This is an optimization exercise on Yosys and OpenROAD, whose aim is small area, a short achievable clock period and few clock cycles, not a production implementation.
The RTL was checked by simulation tests, not by an equivalence proof against the original design.
Power figures rest on the tool's default switching activity, not on a simulated workload.

[flow/config.mk]
export PLATFORM = sky130hd
export DESIGN_NAME = rle_codec
export DESIGN_NICKNAME = rle_codec
export VERILOG_FILES = /design/flow/design.v
export SDC_FILE = /design/flow/constraint.sdc
export NUM_CORES = 4
export LEC_CHECK = 0
export CAP_MARGIN = 20
export CORE_MARGIN = 2
export CORE_UTILIZATION = 40
export CTS_BUF_LIST = sky130_fd_sc_hd__clkbuf_8
export CTS_CLUSTER_DIAMETER = 60
export CTS_CLUSTER_SIZE = 18
export PLACE_DENSITY = 0.6
export SETUP_SLACK_MARGIN = 3.4
export SLEW_MARGIN = 20
[flow/constraint.sdc]
create_clock -name core_clock -period 6.0 [get_ports {clk}]
set_input_delay 1.2000 -clock core_clock [delete_from_list [all_inputs] [get_ports {clk}]]
set_output_delay 1.2000 -clock core_clock [all_outputs]
set_load 0.01 [all_outputs]
[flow/design.v]
module rle_codec (
    input  wire        clk,
    input  wire        rst,
    input  wire        in_valid,
    output wire        in_ready,
    input  wire [7:0]  in_data,
    input  wire        in_last,
    input  wire        in_mode,
    output wire        out_valid,
    input  wire        out_ready,
    output wire [7:0]  out_data,
    output wire        done,
    output wire        err,
    output wire [15:0] err_pos
);
    localparam NR = 128;
    reg  [10:0] sq0, sq1;       
    reg         sv0, sv1;
    reg         in_rdy;
    reg  [7:0]  lastin;         
    assign in_ready = in_rdy;
    wire        push_in = in_valid && in_rdy;
    wire        pop_in;
    wire [10:0] nq = {in_data == lastin, in_mode, in_last, in_data};
    wire [7:0]  hd = sq0[7:0];
    wire        hl = sq0[8];
    wire        hm = sq0[9];
    wire        hs = sq0[10];
    wire        hv = sv0;
    always @(posedge clk) begin
        if (push_in) lastin <= in_data;
    end
    always @(posedge clk) begin
        if (rst) begin
            sv0    <= 1'b0;
            sv1    <= 1'b0;
            in_rdy <= 1'b1;
        end else begin
            if (pop_in) begin
                if (sv1) begin
                    sq0 <= sq1;
                    if (push_in) begin
                        sq1 <= nq;
                    end else begin
                        sv1 <= 1'b0;
                    end
                end else if (push_in) begin
                    sq0 <= nq;
                end else begin
                    sv0 <= 1'b0;
                end
                in_rdy <= 1'b1;
            end else if (push_in) begin
                if (sv0) begin
                    sq1    <= nq;
                    sv1    <= 1'b1;
                    in_rdy <= 1'b0;
                end else begin
                    sq0 <= nq;
                    sv0 <= 1'b1;
                end
            end
        end
    end
    localparam W_DATA = 2'd0;   
    localparam W_LITC = 2'd1;   
    localparam W_LITS = 2'd2;   
    localparam W_SPEC = 2'd3;   
    reg  [1:0] wf_n;            
    reg  [1:0] wk0, wk1;        
    reg  [7:0] wd0, wd1;        
    reg  [1:0] wfk [0:3];
    reg  [7:0] wfd [0:3];
    reg  [1:0] wfw, wfr;
    reg  [2:0] wf_cnt;
    reg        hflag;           
    wire       ring_wr;         
    wire       wf_pop;          
    wire [1:0] wf_hk = wfk[wfr];
    wire [7:0] wf_hd = wfd[wfr];
    wire [1:0] wfw1  = wfw + 2'd1;
    always @(posedge clk) begin
        if (wf_n != 2'd0) begin
            wfk[wfw] <= wk0;
            wfd[wfw] <= wd0;
        end
        if (wf_n == 2'd2) begin
            wfk[wfw1] <= wk1;
            wfd[wfw1] <= wd1;
        end
    end
    always @(posedge clk) begin
        if (rst) begin
            wfw    <= 2'd0;
            wfr    <= 2'd0;
            wf_cnt <= 3'd0;
            hflag  <= 1'b0;
        end else begin
            wfw    <= wfw + wf_n;
            wfr    <= wfr + {1'b0, wf_pop};
            wf_cnt <= wf_cnt + {1'b0, wf_n} - {2'd0, wf_pop};
            if (wf_pop)
                hflag <= 1'b0;
            else if (ring_wr)
                hflag <= 1'b1;
        end
    end
    reg        lf_push;
    reg  [6:0] lf_val;
    wire       lf_pop;
    reg  [6:0] lfd [0:7];
    reg  [2:0] lfw, lfr;
    reg  [3:0] lf_cnt;
    wire       lf_full = lf_cnt[3];
    wire       lf_ne   = (lf_cnt != 4'd0);
    wire [6:0] lf_h    = lfd[lfr];
    always @(posedge clk) begin
        if (lf_push) lfd[lfw] <= lf_val;
    end
    always @(posedge clk) begin
        if (rst) begin
            lfw    <= 3'd0;
            lfr    <= 3'd0;
            lf_cnt <= 4'd0;
        end else begin
            if (lf_push) lfw <= lfw + 3'd1;
            if (lf_pop)  lfr <= lfr + 3'd1;
            lf_cnt <= lf_cnt + {3'd0, lf_push} - {3'd0, lf_pop};
        end
    end
    reg  [7:0] rd [0:NR-1];
    reg        rm [0:NR-1];
    reg  [7:0] tid;
    reg  [7:0] tid1;            
    reg        rflush;          
    reg        scan;
    reg  [7:0] rp;
    reg  [7:0] nw;
    reg  [7:0] nw1;             
    reg        at_rp;           
    reg        at_nw;           
    reg        at_nw1;          
    reg        fz;              
    wire       take;
    wire       miss;
    wire       lopen;           
    wire       tap_m = rm[NR-1];
    wire [7:0] tap_d = rd[NR-1];
    wire       tap_v = !tap_m || tap_d[7:6] != 2'b00;
    wire       h_flag = (wf_hk == W_LITS) && !hflag;
    wire       h_cont = (wf_hk == W_LITC) || (wf_hk == W_LITS && hflag);
    wire       wr_ok  = h_cont ? at_nw1
                      : h_flag ? (wf_cnt >= 3'd2 || !lopen)
                      : 1'b1;
    assign ring_wr = (wf_cnt != 3'd0) && (!tap_v || take || rflush) &&
                     (scan || !fz) && wr_ok;
    assign wf_pop  = ring_wr && !h_flag;
    wire       w_m = h_flag || (wf_hk == W_SPEC);
    wire [7:0] w_d = h_flag ? 8'h40 : wf_hd;
    wire       recirc = tap_v && !take && !rflush;
    integer ri;
    always @(posedge clk) begin
        for (ri = 1; ri < NR; ri = ri + 1) begin
            rd[ri] <= rd[ri-1];
            rm[ri] <= rm[ri-1];
        end
        rd[0] <= ring_wr ? w_d : recirc ? tap_d : 8'h00;
        rm[0] <= ring_wr ? w_m : !recirc || tap_m;
    end
    localparam R_IDLE = 2'd0;
    localparam R_EP1  = 2'd1;   
    localparam R_EP2  = 2'd2;   
    localparam R_EP3  = 2'd3;   
    reg        ov;
    reg  [7:0] ob;
    reg        done_r, err_r;
    reg [15:0] errp_r;
    reg  [1:0] rs;
    reg  [9:0] eph;
    assign out_valid = ov;
    assign out_data  = ob;
    assign done      = done_r;
    assign err       = err_r;
    assign err_pos   = errp_r;
    wire can_load = !ov || out_ready;
    wire at_tap   = tap_v && !rflush && (scan || at_rp);
    wire t_flag   = tap_m && rs == R_IDLE && !tap_d[7];
    wire t_quiet  = tap_m && (rs == R_EP1 || rs == R_EP2 || (rs == R_IDLE && tap_d[7] && tap_d[0]));
    assign take   = at_tap && (t_quiet || (can_load && (!t_flag || lf_ne)));
    assign miss   = at_tap && !take && scan;
    assign lf_pop = take && t_flag;
    wire at_rp_n = !miss && (tid1 == rp);
    always @(posedge clk) begin
        if (rst) begin
            tid    <= 8'd0;
            tid1   <= 8'd1;
            rflush <= 1'b1;
            scan   <= 1'b1;
            rp     <= 8'd0;
            nw     <= 8'd0;
            nw1    <= 8'd1;
            at_rp  <= 1'b1;
            at_nw  <= 1'b1;
            at_nw1 <= 1'b0;
            fz     <= 1'b0;
        end else begin
            tid    <= tid1;
            tid1   <= (tid1 == NR - 1) ? 8'd0 : tid1 + 8'd1;
            if (tid == NR - 1) rflush <= 1'b0;
            if (ring_wr) begin
                nw  <= tid;
                nw1 <= tid1;
            end
            at_rp  <= at_rp_n;
            at_nw  <= !ring_wr && (tid1 == nw);
            at_nw1 <= ring_wr || (tid1 == nw1);
            fz     <= ring_wr ? at_rp_n
                    : miss    ? !at_nw
                    : at_rp_n || (fz && !at_nw);
            if (scan) begin
                if (miss) begin
                    scan <= 1'b0;
                    rp   <= tid;
                end
            end else if (take) begin
                scan <= 1'b1;
            end
        end
    end
    always @(posedge clk) begin
        if (rst) begin
            ov     <= 1'b0;
            ob     <= 8'd0;
            done_r <= 1'b0;
            err_r  <= 1'b0;
            errp_r <= 16'd0;
            rs     <= R_IDLE;
            eph    <= 10'd0;
        end else begin
            done_r <= 1'b0;
            if (can_load) ov <= 1'b0;
            if (take) begin
                if (!tap_m) begin
                    ov <= 1'b1;
                    ob <= tap_d;
                end else begin
                    case (rs)
                    R_IDLE: begin
                        if (!tap_d[7]) begin
                            ov <= 1'b1;
                            ob <= {1'b0, lf_h};
                        end else if (tap_d[0]) begin
                            rs <= R_EP1;
                        end else begin
                            done_r <= 1'b1;
                            err_r  <= 1'b0;
                            errp_r <= 16'd0;
                        end
                    end
                    R_EP1: begin
                        eph[9:6] <= tap_d[3:0];
                        rs       <= R_EP2;
                    end
                    R_EP2: begin
                        eph[5:0] <= tap_d[5:0];
                        rs       <= R_EP3;
                    end
                    default: begin
                        done_r <= 1'b1;
                        err_r  <= 1'b1;
                        errp_r <= {eph, tap_d[5:0]};
                        rs     <= R_IDLE;
                    end
                    endcase
                end
            end
        end
    end
    reg        infr;            
    reg        fmode;           
    wire       cm = infr ? fmode : hm;
    reg  [7:0] pv;              
    reg  [1:0] pk;              
    reg        inrun;           
    reg  [6:0] rcm;             
    reg  [6:0] ll;              
    reg  [6:0] llm;             
    reg        lo_r;            
    reg        l126, l127;      
    reg  [6:0] ll_n;            
    reg        eflush;          
    assign lopen = lo_r;
    localparam D_FLAG = 3'd0;
    localparam D_LIT  = 3'd1;
    localparam D_REP  = 3'd2;
    localparam D_EXP  = 3'd3;   
    localparam D_END  = 3'd4;   
    localparam D_E1   = 3'd5;   
    localparam D_E2   = 3'd6;   
    localparam D_E3   = 3'd7;   
    reg  [2:0]  dst;
    reg  [6:0]  dk;             
    reg  [7:0]  dv;             
    reg         dlast;          
    reg         derr;           
    reg  [15:0] pos;            
    reg         pos_c;          
    reg  [15:0] fsp;            
    wire dec_in  = (dst == D_FLAG) || (dst == D_LIT) || (dst == D_REP);
    wire eq    = hs;                
    wire room1 = (wf_cnt <= 3'd3);
    wire room2 = (wf_cnt <= 3'd2);
    wire lroom = !lf_full;
    wire e_run   = inrun;
    wire e_rmore = inrun && eq && rcm != 7'd127;           
    wire e_trip  = !inrun && pk == 2'd2 && eq;             
    wire e_pair  = !inrun && pk == 2'd1 && eq;             
    wire e_lit   = !inrun && pk != 2'd0 && !eq;            
    wire e_close = e_lit && (l127 || (pk == 2'd2 && l126));
    wire e_ok    = e_run   ? (e_rmore || room2)
                 : e_trip  ? (!lopen || lroom)
                 : e_lit   ? ((pk == 2'd2 ? room2 : room1) && (!e_close || lroom))
                 : 1'b1;
    wire enc_go  = hv && !cm && !eflush && dec_in && e_ok;
    wire f_rep   = inrun;
    wire f_pend  = !inrun && pk != 2'd0;
    wire f_lit   = !inrun && pk == 2'd0 && lopen;
    wire f_ok    = f_rep  ? room2
                 : f_pend ? ((pk == 2'd2 ? room2 : room1) && lroom)
                 : f_lit  ? lroom
                 : room1;
    wire fl_go   = eflush && f_ok;
    wire dec_go  = hv && cm && !eflush && dec_in && room1;
    wire dec_w   = !dec_in && room1;      
    assign pop_in = enc_go || dec_go;
    always @(*) begin
        wf_n   = 2'd0;
        wk0    = W_DATA;
        wk1    = W_DATA;
        wd0    = pv;
        wd1    = pv;
        lf_push = 1'b0;
        lf_val  = 7'd127;
        if (fl_go) begin
            if (f_rep) begin
                wf_n = 2'd2;
                wd0  = {1'b1, rcm};
            end else if (f_pend) begin
                wf_n = pk;
                wk0  = lopen ? W_LITC : W_LITS;
                wk1  = l127 ? W_LITS : W_LITC;
                lf_push = 1'b1;
                lf_val  = (l127 && pk == 2'd2) ? 7'd127 : llm + {5'd0, pk};
            end else if (f_lit) begin
                lf_push = 1'b1;
                lf_val  = llm;
            end else begin
                wf_n = 2'd1;
                wk0  = W_SPEC;
                wd0  = 8'h80;
            end
        end else if (enc_go) begin
            if (e_run) begin
                if (!e_rmore) begin
                    wf_n = 2'd2;
                    wd0  = {1'b1, rcm};
                end
            end else if (e_trip) begin
                lf_push = lopen;
                lf_val  = llm;
            end else if (e_lit) begin
                wf_n = pk;
                wk0  = lopen ? W_LITC : W_LITS;
                wk1  = l127 ? W_LITS : W_LITC;
                lf_push = e_close;
            end
        end else if (dec_go) begin
            if (dst == D_FLAG) begin
                if (hl) begin
                    wf_n = 2'd1;
                    wk0  = W_SPEC;
                    wd0  = 8'h81;
                end
            end else if (dst == D_REP) begin
                wf_n = 2'd1;
                wd0  = hd;
            end else begin
                wf_n = 2'd1;
                wd0  = hd;
            end
        end else if (dec_w) begin
            wf_n = 2'd1;
            case (dst)
            D_EXP: wd0 = dv;
            D_END: begin
                wk0 = W_SPEC;
                wd0 = {7'b1000000, derr};
            end
            D_E1: begin
                wk0 = W_SPEC;
                wd0 = {4'b1100, fsp[15:12]};
            end
            D_E2: begin
                wk0 = W_SPEC;
                wd0 = {2'b11, fsp[11:6]};
            end
            default: begin
                wk0 = W_SPEC;
                wd0 = {2'b11, fsp[5:0]};
            end
            endcase
        end
    end
    always @(*) begin
        ll_n = ll;
        if (fl_go) begin
            if (f_pend)
                ll_n = (l127 && pk == 2'd2) ? 7'd1 : 7'd0;
            else if (f_lit)
                ll_n = 7'd0;
        end else if (enc_go) begin
            if (e_trip)
                ll_n = 7'd0;
            else if (e_lit && pk == 2'd2)
                ll_n = l127 ? 7'd1 : l126 ? 7'd0 : ll + 7'd2;
            else if (e_lit)
                ll_n = l127 ? 7'd0 : ll + 7'd1;
        end
    end
    always @(posedge clk) begin
        if (rst) begin
            infr   <= 1'b0;
            fmode  <= 1'b0;
            pk     <= 2'd0;
            inrun  <= 1'b0;
            rcm    <= 7'd0;
            ll     <= 7'd0;
            llm    <= 7'd127;
            lo_r   <= 1'b0;
            l126   <= 1'b0;
            l127   <= 1'b0;
            eflush <= 1'b0;
            pv     <= 8'd0;
            dst    <= D_FLAG;
            dk     <= 7'd0;
            dv     <= 8'd0;
            dlast  <= 1'b0;
            derr   <= 1'b0;
            pos    <= 16'd0;
            pos_c  <= 1'b0;
            fsp    <= 16'd0;
        end else begin
            if (pop_in) begin
                infr  <= !hl;
                fmode <= cm;
            end
            ll   <= ll_n;
            llm  <= ll_n - 7'd1;
            lo_r <= (ll_n != 7'd0);
            l126 <= (ll_n == 7'd126);
            l127 <= (ll_n == 7'd127);
            if (fl_go) begin
                if (f_rep) begin
                    inrun <= 1'b0;
                end else if (f_pend) begin
                    pk <= 2'd0;
                end else if (f_lit) begin
                end else begin
                    eflush <= 1'b0;
                end
            end else if (enc_go) begin
                if (hl) eflush <= 1'b1;
                if (e_run) begin
                    if (e_rmore) begin
                        rcm <= rcm + 7'd1;
                    end else begin
                        inrun <= 1'b0;
                        pv    <= hd;
                        pk    <= 2'd1;
                    end
                end else if (e_trip) begin
                    inrun <= 1'b1;
                    rcm   <= 7'd2;
                    pk    <= 2'd0;
                end else if (e_pair) begin
                    pk <= 2'd2;
                end else begin
                    pv <= hd;
                    pk <= 2'd1;
                end
            end else if (dec_go) begin
                if (hl) begin
                    pos   <= 16'd0;
                    pos_c <= 1'b0;
                end else begin
                    pos[7:0] <= pos[7:0] + 8'd1;
                    if (pos_c) pos[15:8] <= pos[15:8] + 8'd1;
                    pos_c <= (pos[7:0] == 8'hfe);
                end
                case (dst)
                D_FLAG: begin
                    fsp <= pos;
                    dk  <= hd[6:0];
                    if (hl) begin
                        dst <= D_E1;
                    end else begin
                        dst <= hd[7] ? D_REP : D_LIT;
                    end
                end
                D_REP: begin
                    dv    <= hd;
                    dlast <= hl;
                    derr  <= 1'b0;
                    if (dk != 7'd0)
                        dst <= D_EXP;
                    else
                        dst <= hl ? D_END : D_FLAG;
                end
                default: begin  
                    dk <= dk - 7'd1;
                    if (hl) begin
                        derr <= (dk != 7'd0);
                        dst  <= D_END;
                    end else if (dk == 7'd0) begin
                        dst <= D_FLAG;
                    end
                end
                endcase
            end else if (dec_w) begin
                case (dst)
                D_EXP: begin
                    dk <= dk - 7'd1;
                    if (dk == 7'd1) dst <= dlast ? D_END : D_FLAG;
                end
                D_END: dst <= derr ? D_E1 : D_FLAG;
                D_E1:  dst <= D_E2;
                D_E2:  dst <= D_E3;
                default: dst <= D_FLAG;
                endcase
            end
        end
    end
endmodule
[flow/run.sh]
#!/bin/bash
# synth_recipe.tcl (not shown) runs the flow's synth.tcl, then flattens the netlist and writes it again
# the make line also repeats each setting of config.mk as NAME=value (left out here)
make -C /OpenROAD-flow-scripts/flow DESIGN_CONFIG=/design/flow/config.mk WORK_HOME=/design/flow/orfs CLKGATE_MAP_FILE= SYNTH_SCRIPT=/design/flow/synth_recipe.tcl finish
==> impl_results.md <==
- Synthesized cell area: 38700 um2
- 1st-iter DRT viols: 965
- Type of origin of the critical path: register
- CTS clk-pin slew, worst paths: 0.11 ns
- Peak supply drop: 0.192 mV
- Distinct cells, synth: 85
- # Max-Cap Violations: 0
- Die width: 315 um
- Max FO, Critical Path: 9
- Die Area: 99300 um2
- Grt total ovfl: 0
- Worst Path Required: 6.64 ns
- Leak pwr: 17.3 nW
- Vias in the first global route: 19605
- RSZ-0062 raised after global routing: true
- Ys flop type: dfxtp_1
- GP Congestion: 0.831
- Synth warnings: 3
- Std-Cell Rows: 114
- Ports: 42
- Worst-Skew Late Latency: 0.77 ns
- Slew margin rel.: 36.8%
- CP Buf/Inv Count: 1
- Outcome: complete, no violations
- Crit path top cell by count: nand2_4
- Final Cycle Share: 48.8%
- Critical path's top delay family: simple AND/OR/NAND/NOR gates
- Initial antenna violation count: 1
- Fmax: 342 MHz
- Routed Antenna Nets: 0
- Drt via density: 4.59
- Post-synth EDFFs: 126
- CTS root buffer: clkbuf_8
- CTS Buf Count: 99
- Setup crit end kind: register
- Clock Skews: 0.0685 ns
- Post-route minimum period: 2.93 ns
- Die H: 315 um
- Global-route wire length before repair: 105000 um
- First-pass iteration count of the detailed router: 5
- Avg Inst Size Synth: 14.5 um2
- Wire per inst: 15.6 um
- Arrival time worst endpoint: 3.56 ns
- Setup_tns: 0 ns
- DRC: 0
- Port bufs: 41
- Min-Delay Path Class: register to register
- Syn Inst Count: 2669
- Worst path cell trace: mux4_2 > buf_6 > or3b_2 > nand2_4 > or2_4 > nand2_4 > ha_4 > fa_2 > xnor2_2 > xnor2_1 > nor2_1
- Syn_nets: 2714
- Hold buffer count at CTS: 0
- Sequential area share after synthesis: 79.6%
- Final Max Tran Viols: 0
- Commonest cells after routing, fill and taps aside: dfxtp_1 (1309), nor2_1 (177), edfxtp_1 (126)
- CTS tree: yes
- Initial Utilization: 40.2%
- Area growth from synthesis to layout: 15.0%
- Async SR Flop Fraction: 0%
- # setup viols final: 0
- Slowest Stage Delay on Critical Path: 0.57 ns
- Critical path's slowest cell: or3b_2
- Placeable Area: 96300 um2
- Crit path kind: register to register
- Via count: 19194
- Post-Route WL: 65300 um
- Htree depth: 3
- PnR worst setup slack: 3.07 ns
- Total track usage: 13.1%
- Worst slew pin tran: 0.946 ns
- Seq cells post-synth: 1478
- Final hold vios: 0
- Max clock buf depth: 3
- Fin nets: 2918
- DPL Wire Length: 37300 um
- Share of post-route cells with drive strength above 1: 19.5%
- Setup slack at placement: 1.71 ns
- Cell Pwr Density: 394 nW/um2
- CTS Sinks: 1478
- Commonest non-fill, non-tap cell in the layout: dfxtp_1
- Largest net degree at the start of global routing: 179
[where the power goes]
part | total [mW] | internal [mW] | leakage [nW] | switching, mW
logic | 1.65 | 0.847 | 4.15 | 0.807
clock network | 4.60 | 1.67 | 0.905 | 2.93
registers | 11.3 | 11.0 | 12.3 | 0.345
total | 17.5 | 13.5 | 17.3 | 4.08
[final timing paths]
kind | cells past startpoint | slack, ns | startpoint | end
max | 11 | 3.07 | wfr[0]$_SDFF_PP0_ | wf_cnt[2]$_SDFF_PP0_
min | 0 | 0.29 | rd[10][5]$_DFF_P_ | rd[11][5]$_DFF_P_
max reg2reg | 11 | 3.07 | wfr[0]$_SDFF_PP0_ | wf_cnt[2]$_SDFF_PP0_
min reg2reg | 0 | 0.29 | rd[10][5]$_DFF_P_ | rd[11][5]$_DFF_P_
[through the flow]
step                      area, um2  power, mW  hold slack [ns]  utilization, %  instances
after CTS                     44000       17.6            0.297            45.7       4152
final                         44600       17.5            0.286            46.3       4180
after floorplan               39000       12.2            0.310               -       2669
after global placement        40600       12.6            0.311            42.2       3897
after detailed placement      40600       12.6            0.312            42.2       3897
after global routing          44600       18.4            0.310            46.3       4180
[Yosys cell counts (17+ instances only)]
cell	number	area, um2
dfxtp_1	1352	27100
nor2_1	191	717
edfxtp_1	126	3780
a21oi_1	108	541
nand2_1	106	398
mux2i_1	75	751
clkbuf_1	74	278
o21ai_0	54	270
xor2_1	50	438
nand3_1	47	235
inv_1	36	135
mux2_2	33	372
nor2b_1	30	188
ha_1	28	350
nor3_1	26	130
mux4_2	25	563
a22oi_1	24	180
xnor2_1	21	184
nand2b_1	20	125
a211oi_1	17	128
[logic make-up after synthesis]
family | share of synthesized area (%)
multiplexers | 4.82
AO/OA/AOI/OAI | 5.13
flip-flops | 79.6
AND/OR/NAND/NOR | 6.24
adder cells (fa/ha/maj) | 1.06
XOR/XNOR | 1.61
buffers and inverters | 1.50
[registers in the layout (all words and copies together) (netlist names), 10 cells and up, named ones only]
| name | cells |
|---|---|
| sq0 | 11 |
| lfd | 56 |
| wfd | 32 |
| eph | 10 |
| sq1 | 11 |
| rd | 1024 |
| rm | 128 |
| pos | 16 |
| fsp | 16 |
| errp_r | 16 |
[cell type report]
| type | count | area (um2) |
|---|---|---|
| Clock inverter | 29 | 298 |
| Inverter | 37 | 141 |
| Tap cell | 1276 | 1600 |
| Sequential cell | 1478 | 30900 |
| Multi-Input combinational cell | 1062 | 8330 |
| Fill cell | 8385 | 51700 |
| Clock buffer | 102 | 1400 |
| Antenna cell | 1 | 2.50 |
| Timing Repair Buffer | 195 | 1840 |
[routing by layer]
metal	wire [um]	vias up	part of all wire, %	GRT usage (%)
li1	-	9378	-	-
met1	32000	9315	49	18.3
met2	28700	376	44	20.1
met3	3000	125	4.6	2.86
met4	1650	0	2.5	4.35
met5	0	-	0	0
[worst register-to-register path, cell delays in order (launching register included)]
cell and delay (ns):
dfxtp_4 0.39, mux4_2 0.52, buf_6 0.15, or3b_2 0.57, nand2_4 0.13, or2_4 0.14, nand2_4 0.05, ha_4 0.15
fa_2 0.37, xnor2_2 0.14, xnor2_1 0.14, nor2_1 0.05
[what timing repair did]
| item | in CTS | in global routing |
|---|---|---|
| gates resized for setup | 295 | 64 |
| gates cloned | 9 | 2 |
| pin swaps | 34 | 23 |
| setup endpoints to repair | 395 | 180 |
| setup buffers | 115 | 25 |
Testbench counts, summed over its fixed seeds: cycles 141,241.

==> port drivers added, routing unchanged <==
In the flow no input, the clock included, has a driving cell. The finished layout below was timed again as built, in two steps. Step 1, drivers: a clkbuf_16 drives clk and a buf_2 each remaining input, both assumed. Step 2 also shifts input and output timing later by t, the mid clock arrival at the registers, as if the neighbouring blocks saw the same clock. Three values: ideal ports, drivers, drivers and shift; two values: the first two.
shift t [ns]: 0.797
slack for setup (ns): 3.073 / 3.073 / 2.344
worst hold slack (ns): 0.286 / 0.286 / 0.286
worst slew at a driven data input, ns: 0.04
After both steps setup and hold are still met in this run. The setup slack of this run moves by 0.000 ns with the drivers and by -0.729 ns with both steps.
